From an optimization exercise on the open Yosys and OpenROAD flow, aimed at small area, a short achievable clock period and few clock cycles; shortcuts taken in it are not production practice.
Function was checked by simulation only, so behaviour that the tests miss may differ from the original.

==> flow/design.v <==
module mont_mul (
    input  wire [65:0] s,
    input  wire [65:0] c,
    input  wire        ci,
    input  wire [1:0]  d,
    input  wire [64:0] b,
    input  wire [63:0] n,
    output wire [65:0] so,
    output wire [65:0] co,
    output wire        cio
);
    wire [1:0] pb = {(d[1] & b[0]) ^ (d[0] & b[1]), d[0] & b[0]};
    wire [1:0] u  = s[1:0] + c[1:0] + pb + {1'b0, ci};
    wire [1:0] q  = n[1] ? u : {u[1] ^ u[0], u[0]};
    wire [67:0] pp0 = d[0] ? {3'b000, b}       : 68'd0;
    wire [67:0] pp1 = d[1] ? {2'b00, b, ci}    : {67'd0, ci};
    wire [67:0] qq0 = q[0] ? {4'b0000, n}      : 68'd0;
    wire [67:0] qq1 = q[1] ? {3'b000, n, 1'b0} : 68'd0;
    wire [67:0] s0  = {2'b00, s};
    wire [67:0] c0  = {2'b00, c};
    wire [67:0] s1 = s0 ^ c0 ^ pp0;
    wire [67:0] c1 = {((s0 & c0) | (s0 & pp0) | (c0 & pp0)), 1'b0};
    wire [67:0] s2 = s1 ^ c1 ^ pp1;
    wire [67:0] c2 = {((s1 & c1) | (s1 & pp1) | (c1 & pp1)), 1'b0};
    wire [67:0] s3 = s2 ^ c2 ^ qq0;
    wire [67:0] c3 = {((s2 & c2) | (s2 & qq0) | (c2 & qq0)), 1'b0};
    wire [67:0] s4 = s3 ^ c3 ^ qq1;
    wire [67:0] c4 = {((s3 & c3) | (s3 & qq1) | (c3 & qq1)), 1'b0};
    assign so  = s4[67:2];
    assign co  = c4[67:2];
    assign cio = s4[1];
endmodule
module mrpt_mr (
    input  wire        clk,
    input  wire        rst,
    input  wire        start,
    input  wire [1:0]  wsel,
    input  wire [63:0] p,
    output reg         busy,
    output reg         done,
    output reg         res,
    output reg         err,
    output reg  [23:0] aux
);
    localparam [255:0] SIEVE_PRIME =
        256'h08028228800800a28028208820a00a08800228a20208828828208a20a08a28ac;
    localparam [63:0] CASCADE_BOUND = 64'd1795265022;
    localparam [63:0] SIEVE_LEN     = 64'd255;
    localparam [3:0] S_IDLE  = 4'd0,
                     S_TZ    = 4'd2,
                     S_MSB   = 4'd3,
                     S_WIT   = 4'd4,
                     S_CONV  = 4'd5,
                     S_NEXT  = 4'd6,
                     S_MUL   = 4'd7,
                     S_CPA   = 4'd8,
                     S_DBL   = 4'd10,
                     S_XL    = 4'd11;
    localparam [1:0] P_LOOP = 2'd0,    
                     P_SQS  = 2'd1,    
                     P_CHK  = 2'd2;    
    localparam [1:0] D_X = 2'd0, D_A = 2'd1, D_ONE = 2'd2, D_W = 2'd3;
    localparam [2:0] A_ZERO = 3'd0,    
                     A_STEP = 3'd1,    
                     A_WIT  = 3'd2,    
                     A_DBL  = 3'd3,    
                     A_SUM  = 3'd4;    
    reg [3:0]  state;
    reg [63:0] n;         
    reg [1:0]  ws;        
    reg        casc;
    reg [5:0]  s;         
    reg [5:0]  msb;       
    reg        top;       
    reg        cv;        
    reg [5:0]  idx;       
    reg [2:0]  widx;
    reg        sq;        
    reg        fm;        
    reg [6:0]  cnt;       
    reg [1:0]  ph;
    reg [1:0]  dsel;
    reg [64:0] x;         
    reg [64:0] ar;        
    reg [65:0] acc_s;
    reg [65:0] acc_c;
    reg        acc_ci;
    reg [1:0]  dig;
    function [30:0] witness(input w64, input [2:0] i);
        begin
            if (w64) begin
                case (i)
                    3'd0:    witness = 31'd2;
                    3'd1:    witness = 31'd325;
                    3'd2:    witness = 31'd9375;
                    3'd3:    witness = 31'd28178;
                    3'd4:    witness = 31'd450775;
                    3'd5:    witness = 31'd9780504;
                    default: witness = 31'd1795265022;
                endcase
            end else begin
                case (i)
                    3'd0:    witness = 31'd2;
                    3'd1:    witness = 31'd7;
                    default: witness = 31'd61;
                endcase
            end
        end
    endfunction
    function fewable(input w64, input [2:0] i);
        fewable = w64 ? (i == 3'd1 || i == 3'd2 || i == 3'd3) :
                        (i == 3'd1 || i == 3'd2);
    endfunction
    function [5:0] fewlen(input w64, input [2:0] i);    
        begin
            if (w64)
                fewlen = (i == 3'd1) ? 6'd4 : 6'd7;    
            else
                fewlen = (i == 3'd1) ? 6'd1 : 6'd3;    
        end
    endfunction
    wire range_err = (ws == 2'd0) ? (n[63:8]  != 56'd0) :
                     (ws == 2'd1) ? (n[63:16] != 48'd0) :
                     (ws == 2'd2) ? (n[63:32] != 32'd0) : 1'b0;
    wire do_casc   = (ws == 2'd3) && (n < CASCADE_BOUND);
    wire [1:0] ews = do_casc ? 2'd2 : ws;
    wire nbit = n[idx];
    wire       is64 = (ws == 2'd3);               
    wire [5:0] dlen = 6'd4 << ws;                 
    wire [6:0] wtop = (7'd8 << ws) - 7'd1;        
    wire [5:0] jc   = idx;
    wire last_wit = is64 ? (widx == 3'd6) : (widx == 3'd2);
    wire [30:0] wval = witness(is64, widx);
    wire [65:0] st_s, st_c;
    wire        st_ci;
    mont_mul u_step (
        .s   (acc_s),
        .c   (acc_c),
        .ci  (acc_ci),
        .d   (dig),
        .b   (x),
        .n   (n),
        .so  (st_s),
        .co  (st_c),
        .cio (st_ci)
    );
    wire [65:0] sum = acc_s + acc_c + {65'd0, acc_ci};
    wire [64:0] dbl = sum[65] ? {acc_c[63:0], 1'b0} : {sum[63:0], 1'b0};
    wire [67:0] dpad  = (dsel == D_W) ? {37'd0, wval} : {3'b000, (dsel == D_A) ? ar : x};
    wire [1:0]  dnext = (dsel == D_ONE) ? 2'b00 : dpad[{cnt[5:0] + 6'd1, 1'b0} +: 2];
    wire [5:0]  klen  = fewlen(is64, widx);
    wire        few   = fewable(is64, widx);
    wire a_one = (ar == 65'd1);
    wire a_nm1 = (ar == {1'b0, n[63:1], 1'b0});
    reg [1:0]  go_dsel;
    reg [1:0]  x0;
    reg [2:0]  aload;
    task launch(input [1:0] ds, input [1:0] phase);
        begin
            go_dsel = ds;
            dsel   <= ds;
            fm     <= (ds == D_W);
            ph     <= phase;
            cnt    <= 7'd0;
            state  <= S_MUL;
        end
    endtask
    task loop_step;
        begin
            if (idx == s) begin
                idx <= 6'd0;
                launch(D_ONE, P_CHK);
            end else begin
                idx <= idx - 6'd1;
                sq  <= 1'b1;
                launch(D_X, P_LOOP);
            end
        end
    endtask
    task finish(input r, input e, input [23:0] ax);
        begin
            res   <= r;
            err   <= e;
            aux   <= ax;
            done  <= 1'b1;
            busy  <= 1'b0;
            state <= S_IDLE;
        end
    endtask
    always @(posedge clk) begin
        go_dsel = D_X;
        x0      = x[1:0];
        aload   = A_ZERO;
        case (state)
            S_IDLE: if (!busy) begin
                n  <= p;
                ws <= wsel;
            end else begin
                casc <= do_casc;
                ws   <= ews;
                idx  <= 6'd1;
                widx <= 3'd0;
                if (range_err) begin
                    finish(1'b0, 1'b1, 24'd0);
                end else if (n == 64'd1 || n[0] == 1'b0) begin
                    finish(n == 64'd2, 1'b0, 24'h0000F0);
                end else if (n < SIEVE_LEN) begin
                    finish(SIEVE_PRIME[n[7:0]], 1'b0,
                           {16'h0000, 4'hF, 1'b0, do_casc, 2'd1});
                end else begin
                    state <= S_TZ;
                end
            end
            S_TZ: begin
                if (nbit) begin
                    s     <= idx;
                    idx   <= wtop[5:0];
                    state <= S_MSB;
                end else begin
                    idx <= idx + 6'd1;
                end
            end
            S_MSB: begin
                if (nbit) begin
                    msb   <= idx;
                    top   <= is64 && (idx == 6'd63);
                    state <= S_WIT;
                end else begin
                    idx <= idx - 6'd1;
                end
            end
            S_WIT: begin
                aload = A_WIT;
                idx   <= msb;
                sq    <= 1'b0;
                ph    <= P_LOOP;
                cv    <= 1'b1;
                cnt   <= top ? 7'd34 : {dlen, 1'b0} + 7'd2;
                state <= S_CONV;
            end
            S_CONV, S_DBL: begin
                aload = A_DBL;
                cnt   <= cnt - 7'd1;
                if (cnt == 7'd1)
                    state <= S_XL;
            end
            S_XL: begin
                x  <= acc_c[64:0];
                if (cv)
                    ar <= acc_c[64:0];            
                x0 = acc_c[1:0];
                sq <= 1'b0;
                loop_step;
            end
            S_NEXT: begin
                if (ph == P_LOOP) begin
                    loop_step;
                end else begin
                    if (a_nm1 || (jc == 6'd0 && a_one)) begin
                        if (last_wit) begin
                            finish(1'b1, 1'b0, {2'b00, s, 8'h00, 4'hF, 1'b0, casc, 2'd2});
                        end else begin
                            widx  <= widx + 3'd1;
                            state <= S_WIT;
                        end
                    end else if (a_one || jc + 6'd1 >= s) begin
                        finish(1'b0, 1'b0, {2'b00, s, 8'h00, 1'b0, widx, 1'b0, casc, 2'd2});
                    end else begin
                        idx <= idx + 6'd1;
                        launch(D_X, P_SQS);
                    end
                end
            end
            S_MUL: begin
                aload = A_STEP;
                cnt <= cnt + 7'd1;
                if (cnt[5:0] == (fm ? klen : dlen))
                    state <= S_CPA;
            end
            S_CPA: begin
                x0 = sum[1:0];
                if (ph == P_CHK) begin
                    ar    <= sum[64:0];
                    state <= S_NEXT;
                end else begin
                    x <= sum[64:0];
                    if (ph == P_SQS) begin
                        launch(D_ONE, P_CHK);
                    end else if (sq && nbit) begin
                        if (widx == 3'd0) begin
                            cnt   <= 7'd1;
                            cv    <= 1'b0;
                            aload = A_SUM;
                            state <= S_DBL;        
                        end else begin
                            sq <= 1'b0;
                            launch(few ? D_W : D_A, P_LOOP);
                        end
                    end else if (fm) begin
                        cnt   <= {klen, 1'b0} + 7'd2;    
                        cv    <= 1'b0;
                        aload = A_SUM;
                        state <= S_DBL;
                    end else begin
                        loop_step;
                    end
                end
            end
            default: state <= S_IDLE;
        endcase
        if (!busy && start) begin
            busy <= 1'b1;
            done <= 1'b0;
        end
        case (aload)
            A_STEP:  begin acc_s <= st_s;              acc_c <= st_c;          acc_ci <= st_ci; end
            A_WIT:   begin acc_s <= {2'b11, ~n};   acc_c <= top ? {3'd0, wval, 32'd0} : {35'd0, wval};
                           acc_ci <= 1'b1;  end
            A_DBL:   begin acc_s <= {2'b11, ~n};   acc_c <= {1'b0, dbl};       acc_ci <= 1'b1;  end
            A_SUM:   begin acc_s <= {2'b11, ~n};   acc_c <= {1'b0, sum[64:0]}; acc_ci <= 1'b1;  end
            default: begin acc_s <= 66'd0;             acc_c <= 66'd0;         acc_ci <= 1'b0;  end
        endcase
        dig <= (state == S_MUL)    ? dnext :
               (go_dsel == D_X)    ? x0 :
               (go_dsel == D_A)    ? ar[1:0] :
               (go_dsel == D_W)    ? wval[1:0] : 2'b01;
        if (rst) begin
            state <= S_IDLE;
            busy  <= 1'b0;
            done  <= 1'b0;
        end
    end
endmodule
clock: 11.0 ns
lec_check: 0
cap_margin: 20
core_margin: 2
core_utilization: 40
slew_margin: 20
standard.sh (not shown) runs the stock make flow with config.mk's settings and CLKGATE_MAP_FILE= SYNTH_SCRIPT=/design/flow/synth_recipe.tcl, a recipe that flattens the netlist after the stock synthesis.
==> flow/flow/run.sh <==
#!/bin/bash
# Layout: the standard ORFS flow (standard.sh, unchanged synthesis and
# steps), with repair_timing asked for a larger setup margin so that it keeps
# improving the critical paths below the 11 ns constraint. The SDC (clock
# period, I/O delays, loads) is the standard flow's, unchanged.
set -euo pipefail
bash standard.sh SETUP_SLACK_MARGIN=7.5 finish > standard_flow.log 2>&1
Testbench counts at the start, summed over its fixed seeds: cycles 1,596,624.
Next try:
--- a/flow/design.v
+++ b/flow/design.v
@@ -52,12 +52,11 @@
                      S_WIT   = 4'd4,
                      S_CONV  = 4'd5,
                      S_NEXT  = 4'd6,
                      S_MUL   = 4'd7,
                      S_CPA   = 4'd8,
-                     S_DBL   = 4'd10,
-                     S_XL    = 4'd11;
+                     S_DBL   = 4'd10;
     localparam [1:0] P_LOOP = 2'd0,    
                      P_SQS  = 2'd1,    
                      P_CHK  = 2'd2;    
     localparam [1:0] D_X = 2'd0, D_A = 2'd1, D_ONE = 2'd2, D_W = 2'd3;
     localparam [2:0] A_ZERO = 3'd0,    
@@ -70,11 +69,10 @@
     reg [1:0]  ws;        
     reg        casc;
     reg [5:0]  s;         
     reg [5:0]  msb;       
     reg        top;       
-    reg        cv;        
     reg [5:0]  idx;       
     reg [2:0]  widx;
     reg        sq;        
     reg        fm;        
     reg [6:0]  cnt;       
@@ -229,33 +227,39 @@
                     idx <= idx - 6'd1;
                 end
             end
             S_WIT: begin
                 aload = A_WIT;
-                idx   <= msb;
-                sq    <= 1'b0;
-                ph    <= P_LOOP;
-                cv    <= 1'b1;
                 cnt   <= top ? 7'd34 : {dlen, 1'b0} + 7'd2;
                 state <= S_CONV;
             end
-            S_CONV, S_DBL: begin
-                aload = A_DBL;
-                cnt   <= cnt - 7'd1;
-                if (cnt == 7'd1)
-                    state <= S_XL;
-            end
-            S_XL: begin
-                x  <= acc_c[64:0];
-                if (cv)
-                    ar <= acc_c[64:0];            
-                x0 = acc_c[1:0];
-                sq <= 1'b0;
-                loop_step;
+            S_CONV: begin
+                x   <= dbl;
+                cnt <= cnt - 7'd1;
+                if (cnt == 7'd1) begin
+                    idx   <= msb;
+                    sq    <= 1'b0;
+                    ph    <= P_LOOP;
+                    state <= S_NEXT;
+                end else begin
+                    aload = A_DBL;
+                end
+            end
+            S_DBL: begin
+                x   <= dbl;
+                cnt <= cnt - 7'd1;
+                if (cnt == 7'd1) begin
+                    x0 = dbl[1:0];
+                    sq <= 1'b0;
+                    loop_step;
+                end else begin
+                    aload = A_DBL;
+                end
             end
             S_NEXT: begin
                 if (ph == P_LOOP) begin
+                    ar <= x;                      
                     loop_step;
                 end else begin
                     if (a_nm1 || (jc == 6'd0 && a_one)) begin
                         if (last_wit) begin
                             finish(1'b1, 1'b0, {2'b00, s, 8'h00, 4'hF, 1'b0, casc, 2'd2});
@@ -287,20 +291,18 @@
                     if (ph == P_SQS) begin
                         launch(D_ONE, P_CHK);
                     end else if (sq && nbit) begin
                         if (widx == 3'd0) begin
                             cnt   <= 7'd1;
-                            cv    <= 1'b0;
                             aload = A_SUM;
                             state <= S_DBL;        
                         end else begin
                             sq <= 1'b0;
                             launch(few ? D_W : D_A, P_LOOP);
                         end
                     end else if (fm) begin
                         cnt   <= {klen, 1'b0} + 7'd2;    
-                        cv    <= 1'b0;
                         aload = A_SUM;
                         state <= S_DBL;
                     end else begin
                         loop_step;
                     end
What happened: Sequential cell count decreases by 1; design area increases by a few percent; synthesized area increases by a few percent; global-route usage increases by 2.9 points; worst setup slack gains 0.066 ns.
Testbench counts after the change, summed over its fixed seeds: cycles 1,584,131.

==> what the ideal ports hide <==
The flow's constraints put no driver on any port. The routed layouts listed below were extracted and timed again, unchanged, in two steps. Step 1: set_driving_cell puts a clkbuf_16 on clk and a buf_2 on each other input, an assumption about the parent block. Step 2 adds t to the input delays and takes it off the output delays; t is the mean of the earliest and latest rising clock arrival at the registers after step 1. Input paths then give back, and output paths get back, about the clock's delay inside the block. Three values: no drivers, after step 1, after step 2; two values: the first two.
run | shift t [ns] | setup WS [ns] | clock arrival spread, ns | pins driven straight from the clock port
the first run | 0.669 | 7.204 / 7.204 / 7.204 | 0.023 / 0.022 | 1
the second run | 0.679 | 7.270 / 7.270 / 7.270 | 0.033 / 0.033 | 1
After both steps every run listed still meets setup and hold.
